This is an optimization exercise on Yosys and OpenROAD, whose aim is small area, a short achievable clock period and few clock cycles, not a production implementation. At most, simulation tests tie the RTL to the original design; equivalence was not proved. Power is estimated from default activity; no workload was simulated.

Setup of the baseline:
## fdc_engine
module fdc_engine (
    input  wire        clk,
    input  wire        rst,
    input  wire        cmd_valid,
    output wire        cmd_ready,
    input  wire [31:0] cmd_word,
    input  wire [31:0] cmd_arg,
    input  wire        cmd_empty,
    input  wire        in_valid,
    output wire        in_ready,
    input  wire [7:0]  in_data,
    input  wire        in_last,
    output wire        out_valid,
    input  wire        out_ready,
    output wire [7:0]  out_data,
    output wire        done,
    output wire [7:0]  status
);
==> flow/config.mk <==
export PLATFORM = sky130hd
export DESIGN_NAME = fdc_engine
export DESIGN_NICKNAME = fdc_engine
export VERILOG_FILES = /design/flow/design.v
export SDC_FILE = /design/flow/constraint.sdc
export NUM_CORES = 4
export LEC_CHECK = 0
export CAP_MARGIN = 20
export CORE_MARGIN = 2
export CORE_UTILIZATION = 40
export PLACE_DENSITY = 0.6
export SETUP_SLACK_MARGIN = 1.7
export SLEW_MARGIN = 20
export SYNTH_HIERARCHICAL = 1
==> flow/constraint.sdc <==
create_clock -name core_clock -period 3.6 [get_ports {clk}]
set_input_delay 0.7200 -clock core_clock [delete_from_list [all_inputs] [get_ports {clk}]]
set_output_delay 0.7200 -clock core_clock [all_outputs]
set_load 0.01 [all_outputs]
standard.sh (not shown) runs the stock make flow with config.mk's settings and CLKGATE_MAP_FILE= SYNTH_SCRIPT=/design/flow/synth_recipe.tcl, a recipe that flattens the netlist after the stock synthesis.
==> flow/flow/run.sh <==
#!/bin/bash
# Own layout flow: the standard ORFS flow, with the port buffers made
# from sky130_fd_sc_hd__buf_2 instead of the default delay-buffer family, and
# the timing repair free to change a cell's footprint. Everything else
# (synthesis, floorplan, power grid, CTS, routing) is the standard flow.
set -euo pipefail
W=$PWD
cat > "$W/own.mk" <<EOM
include $W/config.mk
export BUFFER_PORTS_ARGS = -buffer_cell sky130_fd_sc_hd__buf_2
export MATCH_CELL_FOOTPRINT = 0
EOM
sed "s#DESIGN_CONFIG=[^ ]*#DESIGN_CONFIG=$W/own.mk#" standard.sh > "$W/own_standard.sh"
bash "$W/own_standard.sh" > "$W/own_flow.log" 2>&1
Edits applied to the flow inputs when going from the baseline to the candidate:
- SETUP_SLACK_MARGIN now 1.5, was 1.7
==> notes.md <==
The design area of the candidate falls short of that of the baseline by 6.2%.
Going from the baseline to the candidate, number of routed nets with antenna violations did not really move, total placed cells including tap cells comparable, total met2 wirelength after detailed routing went down, clock power essentially unchanged.
The candidate: flow completed, timing, DRC and antenna clean
On hold slack, the higher figure sits with the candidate, not the baseline.
Re share of synthesized area spent on multiplexers: no difference whatsoever between the candidate and the baseline.
Relative to the baseline, the post-synthesis to final-layout area growth of the candidate is lower by 8.1 points.
Of the two values seen for biggest power consumer among the groups, the clock network was produced by the candidate and registers by the baseline.
No functional check of the RTL was part of any run of this note.

* * *

garnet:
Another version of the RTL of fdc_engine (not shown whole).
Size: about 99 I/O pins, ~0.013 mm² of cells after synthesis.
## fdc_engine
module fdc_engine (
    input  wire        clk,
    input  wire        rst,
    input  wire        cmd_valid,
    output wire        cmd_ready,
    input  wire [31:0] cmd_word,
    input  wire [31:0] cmd_arg,
    input  wire        cmd_empty,
    input  wire        in_valid,
    output wire        in_ready,
    input  wire [7:0]  in_data,
    input  wire        in_last,
    output wire        out_valid,
    input  wire        out_ready,
    output wire [7:0]  out_data,
    output wire        done,
    output wire [7:0]  status
);
    localparam [7:0] OP_SETSTAFF = 8'h02;
    localparam [7:0] OP_RESET    = 8'h0A;
    localparam [7:0] OP_STUFF    = 8'h50;
    localparam [7:0] OP_UNSTUFF  = 8'h51;
    localparam [7:0] OP_MOD256   = 8'h60;
    localparam [7:0] OP_CRC16    = 8'h61;
    reg  [7:0]   cfg_esc;
    reg          cfg_en;
    wire [255:0] cfg_pat;
    reg        busy;          
    reg        idle;          
    reg        run;           
    reg        fin0;          
    reg        fin1;          
    reg        irdy;          
    reg        k_stuff, k_unst, k_mod, k_crc, k_set;
    reg        ord;           
    reg        s_err;         
    reg        s_opd;         
    reg [7:0]  acc8;          
    reg        t2;            
    reg        ov;            
    reg [7:0]  od;            
    reg [7:0]  lb;            
    reg        sk_v;          
  ...
export LEC_CHECK = 0
export CAP_MARGIN = 20
export CORE_MARGIN = 2
export CORE_UTILIZATION = 40
export PLACE_DENSITY = 0.5
export SETUP_SLACK_MARGIN = 1.6
export SLEW_MARGIN = 20
export SYNTH_HIERARCHICAL = 1
create_clock -name core_clock -period 3.6 [get_ports {clk}]
Scripts as last shown in full above: flow/flow/run.sh
Testbench counts of garnet, summed over its fixed seeds: cycles 15,081.
Edits applied to the flow inputs when going from garnet to juniper:
Settings: CTS_CLUSTER_SIZE newly set to 60; PLACE_DENSITY changed from 0.5 to 0.6; CTS_CLUSTER_DIAMETER newly set to 60.
## What came out
- Compared with garnet, juniper is more frugal on power.
- Summary — global routing usage on met2, juniper relative to garnet: lower, by 2.4 points.
- On final hold slack, garnet beats juniper.
- Number of cells on the critical path: juniper and garnet compared, lower one is garnet
Relative to juniper, the following input files were edited for onyx:
Settings: swapping 60 for 65 in CTS_CLUSTER_DIAMETER; swapping 60 for 40 in CTS_CLUSTER_SIZE.
[summary]
Looking at number of gates on the worst path with buffers counted, onyx sits above juniper.
Changes observed in onyx relative to juniper: internal cell power decreased 0.45 mW; relative area of clock buffers and inverters in the final design lower; setup-violating endpoint count in the final report has remained practically unchanged; total power -about 9%.
On power drawn by the clock network, onyx does better than juniper.
Delta (onyx minus juniper): delay contributed by the slowest stage of the critical path shows a reduction of 0.29 ns, met2 usage in global routing shows a reduction of 0.57 points.
onyx reports its capture point of the worst path as od[7] while juniper reports g_pat[45].u_bit.q.

* * *

Setup of alpha:
Starting RTL as in the previous note.
==> flow/config.mk <==
export PLATFORM = sky130hd
export DESIGN_NAME = fdc_engine
export DESIGN_NICKNAME = fdc_engine
export VERILOG_FILES = /design/flow/design.v
export SDC_FILE = /design/flow/constraint.sdc
export NUM_CORES = 4
export LEC_CHECK = 0
export CAP_MARGIN = 20
export CORE_MARGIN = 2
export CORE_UTILIZATION = 40
export CTS_CLUSTER_DIAMETER = 60
export CTS_CLUSTER_SIZE = 30
export PLACE_DENSITY = 0.6
export SETUP_SLACK_MARGIN = 1.6
export SLEW_MARGIN = 20
export SYNTH_HIERARCHICAL = 1
==> flow/constraint.sdc <==
create_clock -name core_clock -period 3.6 [get_ports {clk}]
set_input_delay 0.7200 -clock core_clock [delete_from_list [all_inputs] [get_ports {clk}]]
set_output_delay 0.7200 -clock core_clock [all_outputs]
set_load 0.01 [all_outputs]
Scripts as last shown in full above: flow/flow/run.sh
Testbench counts of alpha, summed over its fixed seeds: cycles 15,081.
--- input diff alpha..beta ---
- SETUP_SLACK_MARGIN: 1.6 -> 1.7
- CTS_CLUSTER_DIAMETER: 60 -> 65
- CTS_CLUSTER_SIZE: 30 -> 40
[summary]
Taking alpha as the reference, in beta cell count of the worst hold path down 2; area of all placed cells without fillers picked up an extra 730 um^2. Between alpha and beta, the difference in horizontal die dimension is negligible. alpha -> beta: fraction of area in multi-input gates flat. For beta, the master of the slowest instance on the critical path was dfxtp_2, unlike alpha, where it was edfxtp_1. Delta (beta minus alpha): worst setup slack went up by 0.068 ns; wire length +2.8%; sequential-cell power consumption about even; wire length of the first global-routing pass moved up. In beta relative to alpha, switching power total had gone up slightly.
What gamma does differently from beta at the input level:
- CTS_CLUSTER_SIZE changed from 40 to 50
- CTS_CLUSTER_DIAMETER changed from 65 to 70
- SETUP_SLACK_MARGIN changed from 1.7 to 1.65
[summary]
Re worst setup margin: gamma is 0.016 ns down on beta. When gamma is measured against beta, its peak fanout along the critical path turns out 16 higher. The worst setup path startpoint comes out fin1 in one run and in_data[2] in the other, namely in beta and gamma respectively. Going from beta to gamma, the ratio of final minimum period to clock period was found to have gone up by 0.45 points. Summary: with beta as the reference, design area in gamma moved down by a few percent.
[inputs] delta vs gamma
- a change of SETUP_SLACK_MARGIN from 1.65 to 1.6
- a deleted CTS_CLUSTER_DIAMETER that had been 70
- a deleted CTS_CLUSTER_SIZE that had been 50
- delta vs gamma: clock-buffer cell count up
- Setup WNS gamma -> delta: worse
- Taking gamma as the reference point, the count of buffering cells on the critical path with inverters included of delta rises by 1.
- delta reports its highest-delay cell along the critical path as nor2_2 while gamma reports a222oi_1.
- Changes observed in delta relative to gamma: final-report max-slew violation count ~0 delta, wire length on met1 decreased about 2%, layout net count essentially unchanged, depth of the critical timing path with buffers and inverters included -2, total power now sits higher.
- delta vs gamma, switching power summed over all nets went down by 0.11 mW.
- On netlist area before placement, gamma and delta are neck and neck.
Input-level comparison between epsilon and delta:
- swapping 1.6 for 1.7 in SETUP_SLACK_MARGIN
### Flow results
Against delta, total power in epsilon rose by a few percent. epsilon gives less required time reported for the critical path endpoint than delta did. On number of buffers created by CTS, the higher figure sits with epsilon, not delta. Comparing delta and epsilon, fraction of standard cell area that is sequential is higher on delta. Compared with delta, epsilon instantiates a larger number of cells. Looking at core utilization across delta and epsilon, the one that comes out higher is epsilon. Against delta, net switching power in epsilon came out worse. Re delay of the slowest cell on the worst path: epsilon is 0.32 ns down on delta. Routed wire length went up by a few percent going from delta to epsilon.

* * *

## rev 12
Another version of the RTL of fdc_engine (not shown whole).
Size in the first run: about 1300 cells after synthesis, ~310 flip-flops, ~13000 sq um of cells after synthesis.
export LEC_CHECK = 0
export CAP_MARGIN = 20
export CORE_MARGIN = 2
export CORE_UTILIZATION = 40
export PLACE_DENSITY = 0.6
export SETUP_SLACK_MARGIN = 1.5
export SLEW_MARGIN = 20
export SYNTH_HIERARCHICAL = 1
create_clock -name core_clock -period 3.6 [get_ports {clk}]
Scripts as last shown in full above: flow/flow/run.sh
Rev 12: PASS, flow complete, no timing, DRC or antenna violations
Relative to rev 12, the following input files were edited for rev 13:
Settings: SETUP_SLACK_MARGIN now 1.6, was 1.5.
--- outcome ---
Per the comparison of rev 13 with rev 12, met2 layer wire length in the routed design went up 4.3%; static leakage rose 0.20 nW; number of non-filler instances in the completed layout shows an increase of about 1.8%; number of cells traversed by the worst hold path decreased 2; maximum frequency moved up.
Rev 13 completed end to end with timing, DRC and antenna clean.
Rev 12 | status: complete | timing, DRC, antenna: pass
Final worst setup slack (lower): rev 12
No run of this note included a check of the RTL's function; only the layout flow was run.

* * *

## build 98
fdc_engine, a different RTL version from the one above (not shown whole).
Size in the first run: ~1200 cells after synthesis, ~310 flip-flops, ~13000 um^2 of cells after synthesis.
Settings: LEC_CHECK=0, CAP_MARGIN=20, CORE_MARGIN=2, CORE_UTILIZATION=40, PLACE_DENSITY=0.6, SETUP_SLACK_MARGIN=1.5, SLEW_MARGIN=20, SYNTH_HIERARCHICAL=1; clock period 3.6 ns.
run.sh (not shown) runs the stock make flow with config.mk's settings and CLKGATE_MAP_FILE= SYNTH_SCRIPT=/design/flow/synth_recipe.tcl, a recipe that flattens the netlist after the stock synthesis.
Stock flow here: none of the scripts above is used.
Changes in build 46 relative to build 98:
Settings: SETUP_SLACK_MARGIN now 1.7, was 1.5.
==> flow/flow/run.sh (new file) <==
#!/bin/bash
# Own layout flow: the standard ORFS flow, with the port buffers made
# from sky130_fd_sc_hd__buf_2 instead of the default delay-buffer family, and
# the timing repair free to change a cell's footprint. Everything else
# (synthesis, floorplan, power grid, CTS, routing) is the standard flow.
set -euo pipefail
W=$PWD
cat > "$W/own.mk" <<EOM
include $W/config.mk
export BUFFER_PORTS_ARGS = -buffer_cell sky130_fd_sc_hd__buf_2
export MATCH_CELL_FOOTPRINT = 0
EOM
sed "s#DESIGN_CONFIG=[^ ]*#DESIGN_CONFIG=$W/own.mk#" standard.sh > "$W/own_standard.sh"
bash "$W/own_standard.sh" > "$W/own_flow.log" 2>&1
==> flow/standard.sh (new file) <==
#!/bin/bash
# synth_recipe.tcl (not shown) runs the flow's synth.tcl, then flattens the netlist and writes it again
# the make line also repeats each setting of config.mk as NAME=value (left out here)
make -C /OpenROAD-flow-scripts/flow DESIGN_CONFIG=/design/flow/config.mk WORK_HOME=/design/flow/orfs CLKGATE_MAP_FILE= SYNTH_SCRIPT=/design/flow/synth_recipe.tcl "${@:-finish}"
removed: flow/run.sh
Results
Build 46: wire length about 8% below build 98
Between build 98 and build 46, the required time of the worst setup path does not differ in any meaningful way.
[build 46 vs build 98] part of the power in registers: higher in build 46
Largest fanout on the critical path: build 46 vs build 98 down 3
Build 46 vs build 98, growth of design area from synthesis to finish went down by 7.5 points.
Relative to build 98, routed metal-1 wirelength decreased by 3.5% in build 46.
On build 46: share of the clock period used by the worst path after layout is 1.9 points lower than what build 98 gave.
Function was not checked in any run of this note: the RTL went through the layout flow alone.

* * *

fdc_engine, a different RTL version from the one above (not shown whole).
Size in the first run: ~99 I/O pins, roughly 13000 um^2 of cells after synthesis.
Design fdc_engine, start of the top module:
module fdc_engine (
    input  wire        clk,
    input  wire        rst,
    input  wire        cmd_valid,
    output wire        cmd_ready,
    input  wire [31:0] cmd_word,
    input  wire [31:0] cmd_arg,
    input  wire        cmd_empty,
    input  wire        in_valid,
    output wire        in_ready,
    input  wire [7:0]  in_data,
    input  wire        in_last,
    output wire        out_valid,
    input  wire        out_ready,
    output wire [7:0]  out_data,
    output wire        done,
    output wire [7:0]  status
);
    localparam [7:0] OP_SETSTAFF = 8'h02;
    localparam [7:0] OP_RESET    = 8'h0A;
    localparam [7:0] OP_STUFF    = 8'h50;
    localparam [7:0] OP_UNSTUFF  = 8'h51;
    localparam [7:0] OP_MOD256   = 8'h60;
    localparam [7:0] OP_CRC16    = 8'h61;
    reg  [7:0]   cfg_esc;
    reg          cfg_en;
    wire [255:0] cfg_pat;
    reg        busy;          
    reg        idle;          
    reg        run;           
    reg        fin0;          
    reg        fin1;          
    reg        irdy;          
    reg        k_stuff, k_unst, k_mod, k_crc, k_set;
    reg        ord;           
    reg        s_err;         
    reg        s_opd;         
    reg [7:0]  acc8;          
    reg        t2;            
    reg        ov;            
    reg [7:0]  od;            
    reg [7:0]  lb;            
    reg        sk_v;          
    reg [3:0]  rowm;          
    reg        fresh;         
    reg        pe_r;          
    reg        kept;          
    wire [7:0] c_op     = cmd_word[7:0];
    wire       c_hi0    = (cmd_word[31:9] == 23'd0);
    wire       c_b8     = cmd_word[8];
    wire       c_set    = (c_op == OP_SETSTAFF) && c_hi0 && !c_b8;
    wire       c_rst    = (c_op == OP_RESET)    && c_hi0 && !c_b8;
  ...
clock: 3.6 ns
lec_check: 0
cap_margin: 20
core_margin: 2
core_utilization: 40
cts_cluster_diameter: 65
cts_cluster_size: 40
place_density: 0.6
setup_slack_margin: 1.6
slew_margin: 20
synth_hierarchical: 1
standard.sh (not shown) runs the stock make flow with config.mk's settings and CLKGATE_MAP_FILE= SYNTH_SCRIPT=/design/flow/synth_recipe.tcl, a recipe that flattens the netlist after the stock synthesis.
==> flow/flow/run.sh <==
#!/bin/bash
# Own layout flow: the standard ORFS flow, with the port buffers made
# from sky130_fd_sc_hd__buf_2 instead of the default delay-buffer family, and
# the timing repair free to change a cell's footprint. Everything else
# (synthesis, floorplan, power grid, CTS, routing) is the standard flow.
set -euo pipefail
W=$PWD
cat > "$W/own.mk" <<EOM
include $W/config.mk
export BUFFER_PORTS_ARGS = -buffer_cell sky130_fd_sc_hd__buf_2
export MATCH_CELL_FOOTPRINT = 0
EOM
sed "s#DESIGN_CONFIG=[^ ]*#DESIGN_CONFIG=$W/own.mk#" standard.sh > "$W/own_standard.sh"
bash "$W/own_standard.sh" > "$W/own_flow.log" 2>&1
The starting point completed without violations.
Change:
Settings changed: CTS_CLUSTER_DIAMETER 65 to unset, CTS_CLUSTER_SIZE 40 to unset.
What happened: Wire length barely changes. Final cell count increases by about 1.1%. Worst hold slack gets better by 21 ps. Worst setup slack gets worse by 16 ps. Synthesized area stays the same. Combinational power hardly moves. Die area stays the same. Cell area increases by about 2.6%.
Function was not checked in any run of this note: the RTL went through the layout flow alone.

[re-timing with driven ports]
How much do the figures lean on ideal ports? The routed layouts below were timed once more, with nothing changed but the port constraints.
Step 1 sets driving cells, clkbuf_16 on the clock port and buf_2 on the other inputs (assumed; they add their load-dependent delay and slew).
Step 2 adds t to the input delays and takes it off the output delays; t is the mean of the earliest and latest rising clock arrival at the registers after step 1. Input paths then give back, and output paths get back, about the clock's delay inside the block.
a / b / c = no drivers / after step 1 / after step 2; a / b = the first two.
run | shift t [ns] | setup WS [ns] | latest minus earliest clock arrival (ns) | worst register clock-pin slew, ns | cell pins on the clock port's net
the baseline | 0.557 | 1.459 / 1.459 / 1.098 | 0.023 / 0.024 | 0.06 / 0.06 | 1
the candidate | 0.555 | 1.410 / 1.410 / 0.925 | 0.027 / 0.027 | 0.06 / 0.06 | 1
garnet | 0.566 | 1.618 / 1.564 / 1.085 | 0.023 / 0.023 | 0.06 / 0.06 | 1
juniper | 0.597 | 1.590 / 1.613 / 1.017 | 0.033 / 0.033 | 0.10 / 0.10 | 1
onyx | 0.576 | 1.645 / 1.620 / 1.084 | 0.051 / 0.051 | 0.11 / 0.11 | 1
alpha | 0.603 | 1.606 / 1.606 / 1.054 | 0.040 / 0.041 | 0.10 / 0.10 | 1
beta | 0.599 | 1.674 / 1.628 / 1.081 | 0.026 / 0.026 | 0.11 / 0.11 | 1
gamma | 0.585 | 1.658 / 1.641 / 1.095 | 0.022 / 0.021 | 0.12 / 0.12 | 1
delta | 0.606 | 1.576 / 1.601 / 0.995 | 0.014 / 0.014 | 0.07 / 0.07 | 1
epsilon | 0.555 | 1.621 / 1.621 / 1.111 | 0.024 / 0.024 | 0.06 / 0.06 | 1
rev 12 | 0.566 | 1.422 / 1.422 / 0.890 | 0.026 / 0.027 | 0.06 / 0.06 | 1
rev 13 | 0.556 | 1.519 / 1.519 / 0.975 | 0.028 / 0.028 | 0.06 / 0.06 | 1
build 98 | 0.571 | 1.277 / 1.252 / 0.681 | 0.030 / 0.031 | 0.06 / 0.06 | 1
build 46 | 0.548 | 1.344 / 1.328 / 0.779 | 0.025 / 0.025 | 0.06 / 0.06 | 1
the first run of note 6 | 0.575 | 1.556 / 1.556 / 1.087 | 0.022 / 0.023 | 0.09 / 0.09 | 1
the second run of note 6 | 0.557 | 1.540 / 1.540 / 1.069 | 0.025 / 0.025 | 0.06 / 0.06 | 1
After both steps every run listed still meets setup and hold. For build 98, which loses most, drivers alone change the setup slack by -0.025 ns; drivers and shift together by -0.596 ns.
